This is an optimization exercise on Yosys and OpenROAD, whose aim is small area, not a production implementation.
In this exercise RTL edits were held to simulation tests only and were not proved equivalent to the original.
Power and IR drop assume default switching activity. The flow treats the clock pin as an ideal source, which a real chip does not have.

==> flow/design.v <==
module iccm_link (
    input  wire         clk,
    input  wire         rst,           
    input  wire         rx,
    output wire         tx,
    input  wire         cmd_valid,
    input  wire [7:0]   cmd,
    output wire         cmd_ready,
    input  wire         msg_we,
    input  wire [7:0]   msg_byte,
    output reg          resp_valid,
    output wire         resp_avail,
    output wire [4:0]   resp_len,
    output wire [159:0] resp_data,
    output wire [15:0]  status,
    output wire [4:0]   cursor,
    output reg  [6:0]   events
);
    localparam integer N = 20;             
    localparam integer M = 16;             
    localparam [7:0] C_INIT  = 8'h01;
    localparam [7:0] C_SEND  = 8'h02;
    localparam [7:0] C_AVAIL = 8'h03;
    localparam [7:0] C_READ  = 8'h04;
    localparam [7:0] C_CLEAR = 8'h05;
    localparam [7:0] C_DIS   = 8'h06;
    localparam [7:0] C_EN    = 8'h07;
    reg        dis;                        
    reg        ss;                         
    reg        data_avail;
    reg        pclr;                       
    reg        ovf;
    reg        edge_pend;
    reg        init_done;
    reg  [4:0] cur;
    reg  [7:0] rbuf [0:N-1];
    reg        rx_prev;
    reg        rx_active;
    reg        tx_active;
    reg  [5:0] tmr;                        
    reg  [3:0] bcnt;                       
    reg        cb0;                        
    reg        cm;                         
    reg        tx_stx;                     
    reg        invalid_input;
    reg        faulted;
    reg  [7:0] msg [0:M-1];                
    reg  [4:0] msg_cnt;                    
    reg        msg_rsv;
    wire [1:0] link = {dis | tx_active, dis | ss};
    wire edge_ie  = init_done;
    wire ep1      = edge_pend | (edge_ie & ~rx_prev & rx);
    wire activate = ~faulted & ~rx_active & ep1 & init_done;
    wire ev_bail  = activate & (tx_active | dis);
    wire rx_start = activate & ~(tx_active | dis);
    localparam [5:0] T_RX = 6'd50;
    localparam [5:0] T_TX = 6'd32;
    wire tmr_fb   = tmr[5] ^ tmr[4] ^ (tmr[4:0] == 5'd0);
    wire tick_end = tmr == (tx_active ? T_TX : T_RX);
    wire rx_ev    = rx_active & tick_end;
    wire samp     = rx_ev & (bcnt != 4'd0) & (bcnt != 4'd9);
    wire rx_done  = rx_ev & (bcnt == 4'd9);
    wire n_rx_active = rx_start | (rx_active & ~rx_done);
    wire is_stx = rx_done & ~cb0 & cm;
    wire is_etx = rx_done &  cb0 & cm;
    wire is_oth = rx_done & ~cm;
    wire full   = cur[4] & cur[2];         
    wire ev_msg_ready = is_etx & ss & ~full;
    wire ev_etx_lost  = is_etx & ss &  full;
    wire ev_overflow  = is_oth & ss &  full;
    wire ev_drop      = (is_etx | is_oth) & ~ss;
    wire push         = (is_etx | is_oth) & ss & ~full;
    wire [4:0] cur_up  = {&cur[3:0], &cur[2:0], &cur[1:0], cur[0], 1'b1};
    wire [4:0] p4_cur  = is_stx ? 5'd0 : cur ^ ({5{push}} & cur_up);
    wire       p4_da   = ~is_stx & (data_avail | ev_msg_ready);
    wire       p4_ovf  = ~is_stx & (ovf | ev_overflow);
    wire       p4_ss   = is_stx | (ss & ~is_etx);
    wire       p4_ep   = ~faulted & ep1 & ~activate & ~rx_done |
                         faulted & edge_pend;
    assign cmd_ready = ~tx_active & ~n_rx_active;
    wire do_cmd   = cmd_valid & cmd_ready;
    wire illegal  = (cmd == 8'h00) || (cmd > C_EN);
    wire send_cmd = do_cmd & (cmd == C_SEND);
    wire ok       = do_cmd & ~faulted & ~illegal & (init_done | cmd == C_INIT);
    wire bad      = do_cmd & ~faulted & (illegal | (~init_done & cmd != C_INIT));
    wire c_init  = ok & (cmd == C_INIT);
    wire c_send  = ok & (cmd == C_SEND);
    wire c_read  = ok & (cmd == C_READ);
    wire c_avail = ok & (cmd == C_AVAIL);
    wire c_clr   = ok & ((cmd == C_CLEAR) | (cmd == C_INIT)) | pclr;
    wire c_dis   = ok & (cmd == C_DIS);
    wire c_en    = ok & ((cmd == C_EN) | (cmd == C_INIT));
    wire ev_tx_rej = c_send & p4_ss;
    wire admit     = c_send & ~p4_ss;
    wire tx_ev     = tx_active & tick_end;
    wire frame_end = tx_ev & (bcnt == 4'd9);
    wire msg_left  = msg_cnt != 5'd0;
    wire data_end  = frame_end & ~tx_stx & msg_left;
    wire tx_done   = frame_end & ~tx_stx & ~msg_left;
    wire pad       = tx_active & tx_stx & (bcnt == 4'd0) & (tmr[5:4] == 2'b00) &
                     ~msg_cnt[4] & (tmr[3:0] >= msg_cnt[3:0]);
    wire [7:0] tx_byte = tx_stx ? 8'h02 : (msg_left ? msg[M-1] : 8'h03);
    wire [9:0] tx_raw  = {1'b0, tx_byte, 1'b1};
    assign tx = tx_active & tx_raw[bcnt];
    wire stage     = msg_we & ~tx_active & ~send_cmd;
    wire stage_in  = stage & ~msg_cnt[4];
    wire msg_shift = stage_in | pad | data_end;
    always @(posedge clk) begin
        if (rst) begin
            edge_pend     <= 1'b0;
            init_done     <= 1'b0;
            rx_active     <= 1'b0;
            tx_active     <= 1'b0;
            invalid_input <= 1'b0;
            faulted       <= 1'b0;
            msg_rsv       <= 1'b0;
            resp_valid    <= 1'b0;
            events        <= 7'd0;
        end else begin
            edge_pend     <= p4_ep & ~c_init;
            init_done     <= init_done | c_init;
            rx_active     <= n_rx_active;
            tx_active     <= admit | (tx_active & ~tx_done);
            invalid_input <= invalid_input | (admit & msg_rsv);
            faulted       <= faulted | bad;
            resp_valid    <= c_read | c_avail;
            events        <= {tx_done, ev_tx_rej, ev_bail, ev_drop,
                              ev_overflow, ev_etx_lost, ev_msg_ready};
            if (send_cmd)
                msg_rsv <= 1'b0;
            else if (stage && (msg_byte == 8'h02 || msg_byte == 8'h03))
                msg_rsv <= 1'b1;
        end
    end
    wire [4:0] cnt_up = {&msg_cnt[3:0], &msg_cnt[2:0], &msg_cnt[1:0],
                         msg_cnt[0], 1'b1};
    wire [4:0] cnt_dn = {~|msg_cnt[3:0], ~|msg_cnt[2:0], ~|msg_cnt[1:0],
                         ~msg_cnt[0], 1'b1};
    wire [4:0] cnt_tg = ({5{stage_in}} & cnt_up) | ({5{data_end}} & cnt_dn);
    always @(posedge clk) begin
        if (rst || (send_cmd && !admit))
            msg_cnt <= 5'd0;
        else
            msg_cnt <= msg_cnt ^ cnt_tg;
    end
    integer i;
    always @(posedge clk) begin
        rx_prev    <= rx;
        cur        <= c_clr ? 5'd0 : p4_cur;
        data_avail <= ~c_clr & p4_da;
        ovf        <= ~c_clr & p4_ovf;
        ss         <= p4_ss & ~c_dis & ~c_init;
        dis        <= (dis | c_dis) & ~c_en;
        pclr       <= c_read;
        if (rx_start | admit)
            tmr <= 6'd0;
        else
            tmr <= {tmr[4:0], tmr_fb};
        if (rx_start | admit)
            bcnt <= 4'd0;
        else if (tick_end)
            bcnt <= (bcnt == 4'd9) ? 4'd0 : bcnt + 4'd1;
        if (admit)
            tx_stx <= 1'b1;
        else if (frame_end)
            tx_stx <= 1'b0;
        if (samp) begin
            if (bcnt == 4'd1) cb0 <= rx;
            if (bcnt == 4'd2) cm <= rx;
            else if (bcnt != 4'd1) cm <= cm & ~rx;
        end
        for (i = 0; i < N; i = i + 1)
            if (samp && cur == i) rbuf[i] <= {rx, rbuf[i][7:1]};
        if (msg_shift) begin
            msg[0] <= msg_byte;
            for (i = 1; i < M; i = i + 1)
                msg[i] <= msg[i-1];
        end
    end
    genvar g;
    generate
        for (g = 0; g < N; g = g + 1) begin : g_resp
            assign resp_data[8*g +: 8] = rbuf[g];
        end
    endgenerate
    assign resp_avail = data_avail;
    assign resp_len   = cur - {4'd0, data_avail};
    assign status = {4'b0000, faulted, invalid_input, tx_active, rx_active,
                     init_done, edge_ie, edge_pend, ovf & ~pclr,
                     data_avail & ~pclr, ss, link};
    assign cursor = cur & {5{~pclr}};
endmodule
Settings: LEC_CHECK=0, CAP_MARGIN=20, CORE_MARGIN=2, CORE_UTILIZATION=75, SLEW_MARGIN=20; clock period 10.0 ns.
standard.sh (not shown) runs the stock make flow with config.mk's settings and CLKGATE_MAP_FILE= SYNTH_SCRIPT=/design/flow/synth_recipe.tcl, a recipe that flattens the netlist after the stock synthesis.
==> flow/flow/run.sh <==
#!/bin/bash
# Standard layout with the smallest port buffers and a lighter clock tree.
set -o pipefail
export BUFFER_PORTS_ARGS="-buffer_cell sky130_fd_sc_hd__buf_1"
export CTS_ARGS="-sink_clustering_enable -repair_clock_nets -dont_use_dummy_load -buf_list sky130_fd_sc_hd__clkbuf_8 -root_buf sky130_fd_sc_hd__clkbuf_8 -tree_buf sky130_fd_sc_hd__clkbuf_4 -sink_clustering_size 20 -sink_clustering_max_diameter 50"
export SKIP_REPAIR_TIE_FANOUT=1
bash standard.sh > standard.log 2>&1
The first run passed the timing, design-rule and antenna checks.
Rerun with:
--- a/flow/flow/run.sh
+++ b/flow/flow/run.sh
@@ -6 +5,0 @@
-export SKIP_REPAIR_TIE_FANOUT=1
- ABC_AREA: not set -> 1
After rerunning:
- The new run finished clean
- wire length climbs by a few percent
- non-clock buffer count drops by 2
- die area climbs slightly
- worst setup slack gets better by 0.14 ns
- sequential power stays flat
Rerun with:
==> flow/flow/run.sh (replaced) <==
#!/bin/bash
# Standard layout with the smallest port buffers and a lighter clock tree.
set -o pipefail
export BUFFER_PORTS_ARGS="-buffer_cell sky130_fd_sc_hd__buf_1"
export CTS_ARGS="-sink_clustering_enable -repair_clock_nets -dont_use_dummy_load -buf_list sky130_fd_sc_hd__clkbuf_8 -root_buf sky130_fd_sc_hd__clkbuf_8 -tree_buf sky130_fd_sc_hd__clkbuf_4 -sink_clustering_size 22 -sink_clustering_max_diameter 50"
bash standard.sh > standard.log 2>&1
- ABC_AREA: 1 -> not set
Sequential cell count does not change.
Worst setup slack got worse by 0.13 ns.
Core utilization fell by 0.54 points.
Final area went down by 1.0%.
Area after synthesis falls by 0.71%.
Combinational power goes up to 2.7 times its value.
Die area goes down by 0.68%.
Maximum frequency came out lower by 2.5%.
Clock-buffer cell count goes down by 3.
Rerun with:
==> flow/flow/run.sh (replaced) <==
#!/bin/bash
# Standard layout with the smallest port buffers, a lighter clock tree and
# gate downsizing where timing allows.
set -o pipefail
export BUFFER_PORTS_ARGS="-buffer_cell sky130_fd_sc_hd__buf_1"
export CTS_ARGS="-sink_clustering_enable -repair_clock_nets -dont_use_dummy_load -buf_list sky130_fd_sc_hd__clkbuf_8 -root_buf sky130_fd_sc_hd__clkbuf_16 -sink_clustering_size 20 -sink_clustering_max_diameter 50"
export REMOVE_ABC_BUFFERS=1
export RECOVER_POWER=100
bash standard.sh > standard.log 2>&1
=> With this change the flow completed and failed the layout checks on max-capacitance violations, max-slew violations; die area is unchanged; sequential cell count does not change; first-iteration DRC count increases by 0.93%; sequential power hardly moves; total power went up by 2.3%.


RTL: the design.v shown in full above, as it stands there.
export LEC_CHECK = 0
export CAP_MARGIN = 20
export CORE_MARGIN = 2
export CORE_UTILIZATION = 75
export SLEW_MARGIN = 20
create_clock -name core_clock -period 10.0 [get_ports {clk}]
==> flow/flow/run.sh <==
#!/bin/bash
# Standard layout with the smallest port buffers and a lighter clock tree.
set -o pipefail
export BUFFER_PORTS_ARGS="-buffer_cell sky130_fd_sc_hd__buf_1"
export CTS_ARGS="-sink_clustering_enable -repair_clock_nets -dont_use_dummy_load -buf_list sky130_fd_sc_hd__clkbuf_8 -root_buf sky130_fd_sc_hd__clkbuf_8 -tree_buf sky130_fd_sc_hd__clkbuf_4 -sink_clustering_size 20 -sink_clustering_max_diameter 50"
bash standard.sh > standard.log 2>&1
The baseline completed with no timing, DRC or antenna violations.
Edit:
==> flow/flow/run.sh (replaced) <==
#!/bin/bash
# Standard layout with the smallest port buffers and a lighter clock tree.
set -o pipefail
export BUFFER_PORTS_ARGS="-buffer_cell sky130_fd_sc_hd__buf_1"
export CTS_ARGS="-sink_clustering_enable -repair_clock_nets -dont_use_dummy_load -buf_list sky130_fd_sc_hd__clkbuf_16 -root_buf sky130_fd_sc_hd__clkbuf_16 -sink_clustering_size 36 -sink_clustering_max_diameter 100"
bash standard.sh > standard.log 2>&1
CORE_UTILIZATION = 85   (was 75)
Effect: The new run aborted during detailed placement. Synthesized cell count is unchanged. Synthesized area does not change.
Edit:
==> flow/flow/run.sh (replaced) <==
#!/bin/bash
# Standard layout with the smallest port buffers and a lighter clock tree.
set -o pipefail
export BUFFER_PORTS_ARGS="-buffer_cell sky130_fd_sc_hd__buf_1"
export CTS_ARGS="-sink_clustering_enable -repair_clock_nets -dont_use_dummy_load -buf_list sky130_fd_sc_hd__clkbuf_8 -root_buf sky130_fd_sc_hd__clkbuf_8 -tree_buf sky130_fd_sc_hd__clkbuf_4 -sink_clustering_size 20 -sink_clustering_max_diameter 50"
bash standard.sh > standard.log 2>&1
CORE_UTILIZATION = 75   (was 85)
PLACE_DENSITY = 0.85   (was unset)
The new run completed with no timing, DRC or antenna violations.
Area after synthesis stays the same.
Synthesized cell count stays the same.
Edit:
==> flow/flow/run.sh (replaced) <==
#!/bin/bash
# Standard layout with the smallest port buffers and a lighter clock tree.
set -o pipefail
export BUFFER_PORTS_ARGS="-buffer_cell sky130_fd_sc_hd__buf_1"
export CTS_ARGS="-sink_clustering_enable -repair_clock_nets -dont_use_dummy_load -buf_list sky130_fd_sc_hd__clkbuf_8 -root_buf sky130_fd_sc_hd__clkbuf_16 -sink_clustering_size 20 -sink_clustering_max_diameter 50"
bash standard.sh > standard.log 2>&1
PLACE_DENSITY = unset   (was 0.85)
Outcome: Hold slack gets better by 41 ps; setup slack gets better by 16 ps; via count came out lower by a few percent; core utilization came out higher by 0.15 points; synthesized cell count is unchanged; count of clock-buffer cells in the layout came out lower by 2; power stays flat.


== v6 ==
// iccm_link: RTL as listed in full above, without the edits since
Settings: LEC_CHECK=0, CAP_MARGIN=20, CORE_MARGIN=2, CORE_UTILIZATION=70, SLEW_MARGIN=20; clock period 10.0 ns.
==> flow/flow/run.sh <==
#!/bin/bash
# Standard layout with the smallest port buffers and a lighter clock tree.
set -o pipefail
export BUFFER_PORTS_ARGS="-buffer_cell sky130_fd_sc_hd__buf_1"
export CTS_ARGS="-sink_clustering_enable -repair_clock_nets -dont_use_dummy_load -buf_list sky130_fd_sc_hd__clkbuf_8 -root_buf sky130_fd_sc_hd__clkbuf_8 -tree_buf sky130_fd_sc_hd__clkbuf_4 -sink_clustering_size 20 -sink_clustering_max_diameter 50"
bash standard.sh > standard.log 2>&1
[inputs] v7 vs v6
- changing CORE_UTILIZATION from 70 to 75
==> flow/flow/run.sh <==
#!/bin/bash
# Standard layout with the smallest port buffers and a lighter clock tree.
set -o pipefail
export BUFFER_PORTS_ARGS="-buffer_cell sky130_fd_sc_hd__buf_1"
export CTS_ARGS="-sink_clustering_enable -repair_clock_nets -dont_use_dummy_load -buf_list {sky130_fd_sc_hd__clkbuf_4 sky130_fd_sc_hd__clkbuf_8} -root_buf sky130_fd_sc_hd__clkbuf_8 -sink_clustering_size 20 -sink_clustering_max_diameter 50"
bash standard.sh > standard.log 2>&1
--- outcome ---
- v7 finished every step from synthesis to the final layout, and the layout passed the timing, design-rule and antenna checks.
- Changes observed in v7 relative to v6: final design area excluding fillers went down by about 0.6%, die area went down by 6.5%, total of clock buffers placed in the layout went down by 13%, wire length after detailed routing went up by 1.6 mm.
- Relative to v6, global placement routability congestion increased by 0.016 in v7.
- Delta(clock buffer count from CTS, v7 - v6) < 0
- In the reports for v6 and v7, the larger number of cell instances on the worst register-to-register path belongs to v6.
- v6 leaves less setup margin than v7.
- There was hardly any difference in critical path depth between v7 and v6.
- Cells: v7 has fewer instances than v6


exp/raven:
Another version of the RTL of iccm_link (not shown whole).
Size in the first run: about 630 cells after synthesis, ~220 I/O pins, roughly 12000 µm² of cells after synthesis.
clock: 10.0 ns
lec_check: 0
cap_margin: 20
core_margin: 2
core_utilization: 75
slew_margin: 20
==> flow/flow/run.sh <==
#!/bin/bash
# Standard layout with the smallest port buffers and a lighter clock tree.
set -o pipefail
export BUFFER_PORTS_ARGS="-buffer_cell sky130_fd_sc_hd__buf_1"
export CTS_ARGS="-sink_clustering_enable -repair_clock_nets -dont_use_dummy_load -buf_list sky130_fd_sc_hd__clkbuf_16 -root_buf sky130_fd_sc_hd__clkbuf_16 -sink_clustering_size 36 -sink_clustering_max_diameter 100"
bash standard.sh > standard.log 2>&1
## Diff of input files: exp/violet against exp/raven
==> flow/flow/run.sh <==
#!/bin/bash
# Standard layout with the smallest port buffers and a lighter clock tree.
set -o pipefail
export BUFFER_PORTS_ARGS="-buffer_cell sky130_fd_sc_hd__buf_1"
export CTS_ARGS="-sink_clustering_enable -repair_clock_nets -dont_use_dummy_load -buf_list sky130_fd_sc_hd__clkbuf_8 -root_buf sky130_fd_sc_hd__clkbuf_16 -sink_clustering_size 20 -sink_clustering_max_diameter 50"
bash standard.sh > standard.log 2>&1
## What came out
exp/violet: flow completed, timing, DRC and antenna clean. exp/raven finished every stage and its layout cleared the timing, design-rule and antenna checks. Compared with exp/raven, exp/violet shows a lower worst setup slack. Of exp/violet and exp/raven, the run reporting the higher first-pass GRT wire length was exp/raven. Looking at data arrival at the endpoint of the critical path across exp/violet and exp/raven, the one that comes out higher is exp/violet. Number of global-route vias before repair grows slightly when moving from exp/raven to exp/violet. exp/violet vs exp/raven: detail-routed via count per cell down. Fraction of met2 tracks used by global routing (lower): exp/violet. Lower combinational group share of total power among exp/violet and exp/raven: exp/violet. Compared with exp/raven, in exp/violet sequential cell count was more or less identical; number of clock buffers in the layout went up by 13; utilization went up by 0.44 points.
Input-level comparison between exp/indigo and exp/violet:
==> flow/flow/run.sh <==
#!/bin/bash
# Standard layout with the smallest port buffers and a lighter clock tree.
set -o pipefail
export BUFFER_PORTS_ARGS="-buffer_cell sky130_fd_sc_hd__buf_1"
export CTS_ARGS="-sink_clustering_enable -repair_clock_nets -dont_use_dummy_load -buf_list sky130_fd_sc_hd__clkbuf_8 -root_buf sky130_fd_sc_hd__clkbuf_16 -sink_clustering_size 22 -sink_clustering_max_diameter 40"
bash standard.sh > standard.log 2>&1
diff --git a/flow/config.mk b/flow/config.mk
--- a/flow/config.mk
+++ b/flow/config.mk
@@ -10,0 +11 @@
+export PLACE_DENSITY = 0.8
- Comparing exp/indigo against exp/violet, there is no change at all in hold-fix buffer count after cts.
- NOTE: combinational group share of total power in exp/indigo falls short of that of exp/violet
- [exp/indigo] met3 routing resource usage after global routing rose 0.92 points relative to exp/violet
- On routed wire length, exp/violet tracks exp/indigo almost exactly.
- Diff exp/violet -> exp/indigo | routed length on met2 | down by a few percent
- Looking at number of stages on the worst setup path across exp/indigo and exp/violet, the one that comes out higher is exp/indigo.
- Cmp exp/indigo and exp/violet / sequential share of cell area / higher: exp/violet
- exp/indigo -> exp/violet: first-pass GRT wire length flat
- Worst setup margin was higher in exp/indigo than in exp/violet.
- Final critical path time including I/O delays and setup: exp/indigo lower than exp/violet

## static timing again, ports no longer ideal
Ports are ideal in the flow. The routed layouts listed here were re-timed in OpenROAD.
Step 1: set_driving_cell puts a clkbuf_16 on clk and a buf_2 on each other input, an assumption about the parent block.
Step 2 also shifts input and output timing later by t, the mid clock arrival at the registers, as if the neighbouring blocks saw the same clock.
a / b / c = ideal ports / drivers / drivers and shift; a / b = the first two.
run	t, ns	setup WS [ns]	clock arrival spread, ns	cell pins on the clock port's net
the first run of note 1	0.564	4.641 / 4.621 / 4.621	0.064 / 0.064	1
the second run of note 1	0.553	4.778 / 4.755 / 4.755	0.063 / 0.062	1
the third run of note 1	0.547	4.643 / 4.619 / 4.619	0.083 / 0.083	1
the fourth run of note 1	0.512	3.185 / 3.200 / 2.688	0.058 / 0.058	1
the first run of note 2	0.561	4.641 / 4.617 / 4.617	0.041 / 0.041	1
the third run of note 2	0.558	4.631 / 4.600 / 4.540	0.067 / 0.067	1
the fourth run of note 2	0.519	4.647 / 4.623 / 4.623	0.043 / 0.044	1
v6	0.565	4.589 / 4.562 / 4.562	0.036 / 0.036	1
v7	0.561	4.641 / 4.617 / 4.617	0.041 / 0.041	1
exp/raven	0.503	4.401 / 4.379 / 4.357	0.062 / 0.062	1
exp/violet	0.510	4.368 / 4.345 / 4.344	0.060 / 0.060	1
exp/indigo	0.502	4.554 / 4.531 / 4.531	0.044 / 0.043	1
For the fourth run of note 1, which loses most, drivers alone change the setup slack by +0.015 ns; drivers and shift together by -0.497 ns.
